This is an optimization exercise on Yosys and OpenROAD, whose aim is small area, a short achievable clock period and few clock cycles per item, not a production implementation. Where RTL was checked, it was by simulation tests only, not by an equivalence proof against the original.

==> inputs of 01-12 <==
==> flow/design.v (excerpt) <==
module lzdec (
    input  wire        clk,
    input  wire        rst,             
    input  wire        cmd_valid,
    output wire        cmd_ready,
    input  wire        cmd_kind,        
    input  wire        cmd_len_known,
    input  wire        cmd_cap_en,
    input  wire [15:0] cmd_src_len,
    input  wire [31:0] cmd_skip,
    input  wire [31:0] cmd_take,
    input  wire [31:0] cmd_max_out,
    input  wire [7:0]  cmd_fill,
    input  wire        in_valid,
    input  wire [7:0]  in_data,
    output wire        in_ready,
    output wire        out_valid,
    output wire [7:0]  out_data,
    input  wire        out_ready,
    output wire        done,
    output wire [2:0]  err,
    output wire        win_we,
    output wire [11:0] win_waddr,
    output wire [7:0]  win_wdata,
    output wire [11:0] win_raddr,
    input  wire [7:0]  win_rdata
);
clock: 6.0 ns
lec_check: 0
abc_clock_period_in_ps: 4000
cap_margin: 20
core_margin: 2
core_utilization: 40
setup_slack_margin: 1.5
slew_margin: 20
run.sh (not shown) runs the stock make flow with config.mk's settings and CLKGATE_MAP_FILE= SYNTH_SCRIPT=/design/flow/synth_recipe.tcl, a recipe that flattens the netlist after the stock synthesis.
==> inputs of 09-17, as changes to 01-12 <==
--- a/flow/design.v
+++ b/flow/design.v
@@ -103,14 +103,15 @@
     wire [7:0] in_rev   = {in_data[0], in_data[1], in_data[2], in_data[3],
                            in_data[4], in_data[5], in_data[6], in_data[7]};
     wire [7:0] in_bits  = kind ? in_data : in_rev;
     wire [7:0] ew       = have_acc ? acc : in_bits;
     wire [3:0] nb       = have_acc ? bcnt : 4'd8;
     wire [31:0] gv      = {g[30:0], ew[7]};
     wire [31:0] gva     = {g[30:0], acc[7]};
+    wire [31:0] gvala   = (ps == P_GAM) ? gva : g;
     reg  [3:0]  ps_n;
     reg  [31:0] g_n;
     reg  [1:0]  gsel_n;
     reg         pbig_n;
     reg         lwm_n;
     reg  [12:0] lo_n;
     reg  [2:0]  k;             
@@ -122,20 +123,14 @@
     reg  [12:0] e_d;
     reg  [32:0] e_n;
     reg  [2:0]  e_err;
     reg         cbit;
     reg  [31:0] gval;
     reg  [3:0]  dd;
     reg         sdone;
-    reg         two;           
-    reg  [31:0] gvala;         
-    reg         to_sn;         
-    reg         sn_bit;
-    reg         near_do;       
-    reg         farlo_do;      
     wire [12:0] pd = last_off;     
     always @(*) begin
         ps_n    = ps;
         g_n     = g;
         gsel_n  = gsel;
         pbig_n  = pbig;
         lwm_n   = lwm;
@@ -152,20 +147,14 @@
         e_d     = pd;
         e_n     = 33'd0;
         e_err   = len_known ? E_TRUNC : E_NONE;
         cbit    = 1'b0;
         gval    = gv;
         dd      = 4'd0;
         sdone   = 1'b0;
-        two     = 1'b0;
-        gvala   = g;
-        to_sn   = 1'b0;
-        sn_bit  = 1'b0;
-        near_do = 1'b0;
-        farlo_do = 1'b0;
         case (ps)
         P_FIRST, P_LIT: begin
             brd   = 1'b1;
             bok   = lit_ok;
             e_lit = 1'b1;
             lwm_n = 1'b0;
             ps_n  = P_TOK;
@@ -209,40 +198,40 @@
                 g_n    = 32'd1;
                 gsel_n = G_SEL;
                 ps_n   = P_GAM;
             end else if (nb == 4'd2) begin
                 k    = 3'd2;
                 ps_n = P_P2;
             end else begin
-                k      = 3'd3;
-                to_sn  = 1'b1;
-                sn_bit = ew[5];
+                k       = 3'd3;
+                g_n     = 32'd1;
+                ps_n    = ew[5] ? P_SHORT : P_NEAR;
             end
         end
         P_P1: begin
             nbits = 1'b1;
             if (!ew[7]) begin
                 k      = 3'd1;
                 g_n    = 32'd1;
                 gsel_n = G_SEL;
                 ps_n   = P_GAM;
             end else if (nb == 4'd1) begin
                 k    = 3'd1;
                 ps_n = P_P2;
             end else begin
-                k      = 3'd2;
-                to_sn  = 1'b1;
-                sn_bit = ew[6];
+                k       = 3'd2;
+                g_n     = 32'd1;
+                ps_n    = ew[6] ? P_SHORT : P_NEAR;
             end
         end
         P_P2: begin
             nbits   = 1'b1;
             k       = 3'd1;
-            to_sn   = 1'b1;
-            sn_bit  = ew[7];
+            g_n     = 32'd1;
+            ps_n    = ew[7] ? P_SHORT : P_NEAR;
         end
         P_SHORT: begin
             nbits = 1'b1;
             if (g[3:0] == 4'd1 && nb >= 4'd4) begin
                 k     = 3'd4;
                 dd    = acc[7:4];
                 sdone = 1'b1;
@@ -262,34 +251,38 @@
                     e_cpy = 1'b1;
                     e_d   = {9'd0, dd};
                     e_n   = 33'd1;
                     e_n1  = 1'b1;
                 end
             end
         end
-        P_NEAR: near_do = 1'b1;
+        P_NEAR: begin
+            brd = 1'b1;
+            bok = cpy_ok;
+            if (in_data[7:1] == 7'd0) begin
+                e_end = 1'b1;
+            end else begin
+                e_cpy = 1'b1;
+                e_d   = {6'd0, in_data[7:1]};
+                e_n   = in_data[0] ? 33'd3 : 33'd2;
+                lo_n  = {6'd0, in_data[7:1]};
+                lwm_n = 1'b1;
+                ps_n  = P_TOK;
+            end
+        end
         P_GAM, P_GC: begin
             nbits = 1'b1;
             if (ps == P_GAM && nb == 4'd1) begin
                 k    = 3'd1;
                 g_n  = gv;
                 ps_n = P_GC;
             end else begin
-                cbit  = (ps == P_GAM) ? ew[6] : ew[7];
-                gval  = (ps == P_GAM) ? gv : g;
-                gvala = (ps == P_GAM) ? gva : g;
-                two   = (ps == P_GAM) && nb >= 4'd4 && ew[6] && !gv[31];
-                if (two) begin
-                    k     = 3'd4;
-                    cbit  = ew[4];
-                    gval  = {gv[30:0], ew[5]};
-                    gvala = {gva[30:0], acc[5]};
-                end else begin
-                    k     = (ps == P_GAM) ? 3'd2 : 3'd1;
-                end
+                k    = (ps == P_GAM) ? 3'd2 : 3'd1;
+                cbit = (ps == P_GAM) ? ew[6] : ew[7];
+                gval = (ps == P_GAM) ? gv : g;
                 if (cbit) begin
                     if (gval[31]) begin
                         e_end = 1'b1;
                         e_err = E_RANGE;
                     end else begin
                         g_n  = gval;
                         ps_n = P_GAM;
@@ -300,18 +293,15 @@
                         if (!lwm && gval == 32'd2) begin
                             g_n    = 32'd1;
                             gsel_n = G_REPN;
                             ps_n   = P_GAM;
                         end else begin
                             lo_n[12:8] = gval[4:0] - (lwm ? 5'd2 : 5'd3);
                             pbig_n     = lwm ? (gval > 32'd18) : (gval > 32'd19);
-                            if (have_acc)
-                                farlo_do = 1'b1;
-                            else
-                                ps_n = P_FARLO;
+                            ps_n       = P_FARLO;
                         end
                     end
                     G_REPN: begin
                         if (last_off == 13'd0) begin
                             e_end = 1'b1;
                             e_err = E_RANGE;
                         end else begin
@@ -336,15 +326,21 @@
                             ps_n  = P_TOK;
                         end
                     end
                     endcase
                 end
             end
         end
-        P_FARLO: farlo_do = 1'b1;
+        P_FARLO: begin
+            brd       = 1'b1;
+            lo_n[7:0] = in_data;
+            g_n       = 32'd1;
+            gsel_n    = G_FARN;
+            ps_n      = P_GAM;
+        end
         P_LM0: begin
             brd       = 1'b1;
             lo_n[7:0] = in_data;
             ps_n      = P_LM1;
         end
         P_LM1: begin
             brd = 1'b1;
@@ -357,44 +353,14 @@
                 e_d   = {1'b0, in_data[7:4], pd[7:0]};
                 e_n   = {29'd0, in_data[3:0]} + 33'd3;
                 ps_n  = P_TOK;
             end
         end
         default: ;
         endcase
-        if (to_sn) begin
-            g_n = 32'd1;
-            if (sn_bit)
-                ps_n = P_SHORT;
-            else if (have_acc)
-                near_do = 1'b1;
-            else
-                ps_n = P_NEAR;
-        end
-        if (near_do) begin
-            brd = 1'b1;
-            bok = cpy_ok;
-            if (in_data[7:1] == 7'd0) begin
-                e_end = 1'b1;
-            end else begin
-                e_cpy = 1'b1;
-                e_d   = {6'd0, in_data[7:1]};
-                e_n   = in_data[0] ? 33'd3 : 33'd2;
-                lo_n  = {6'd0, in_data[7:1]};
-                lwm_n = 1'b1;
-                ps_n  = P_TOK;
-            end
-        end
-        if (farlo_do) begin
-            brd       = 1'b1;
-            lo_n[7:0] = in_data;
-            g_n       = 32'd1;
-            gsel_n    = G_FARN;
-            ps_n      = P_GAM;
-        end
         if (e_end)
             ps_n = P_END;
     end
     wire stepping = run && (ps != P_IDLE) && (ps != P_END);
     wire refill   = nbits && !have_acc;
     wire emit_ok  = e_lit ? lit_ok : (e_cpy ? cpy_ok : 1'b1);
     wire eoi = stepping && (refill || brd) && src_z;
- ABC_CLOCK_PERIOD_IN_PS: 4000 -> default
- SETUP_SLACK_MARGIN: 1.5 -> default
==> summary.txt <==
quantity	09-17	01-12
Status	no timing/DRC/antenna violations	no timing/DRC/antenna violations
Sw Ratio	27.02%	28.51%
Area share of xor/xnor cells in the synthesized design	7.236%	7.176%
Average wire length per cell after detail routing	19.10 um	21.36 um
Launch instance of the worst min-delay path	fin	err_r[0]
WHS	0.5167 ns	0.4665 ns
Compound-cell area share of the yosys netlist	16.18%	18.27%
Post-Synthesis Net Count	2314	2383
Fraction of met2 tracks used by global routing	36.16%	39.34%
Vias per inst	5.799	6.018
Multi-input logic cell count	1655	1720
Post-synthesis cell area	19240 um^2	19400 um^2
Placed wire-length estimate	40230 um	46390 um
First-pass GRT wire length	87800 um	99370 um
Maximum number of pins on one net before global-route repair	101	97
Total Wirelength	55290 um	65290 um
Testbench counts of 09-17, summed over its fixed seeds: cycles 647,354, bytes 529,560.
For 01-12, only the layout was checked, not whether the RTL still works.

## static timing again, ports no longer ideal
No port has a modelled driver above. Below, the same layouts with a new extraction and two added sets of constraints. Step 1 sets driving cells, clkbuf_16 on the clock port and buf_2 on the other inputs (assumed; they add their load-dependent delay and slew). Step 2, shift: input delay + t, output delay - t, t = (earliest + latest rising clock arrival at the registers) / 2. This alone moves slack from input paths to output paths. Three values: ideal ports, drivers, drivers and shift; two values: the first two.
run | t (ns) | setup WS [ns] | hold slack, ns | worst setup path after step 2
01-12 | 0.603 | 1.254 / 1.218 / 0.820 | 0.467 / 0.467 / 0.467 | input to register
09-17 | 0.595 | 0.774 / 0.718 / 0.872 | 0.517 / 0.517 / 0.517 | input to register
After both steps every run listed still meets setup and hold. The setup slack of 01-12, which loses most, moves by -0.036 ns with the drivers and by -0.434 ns with both steps.
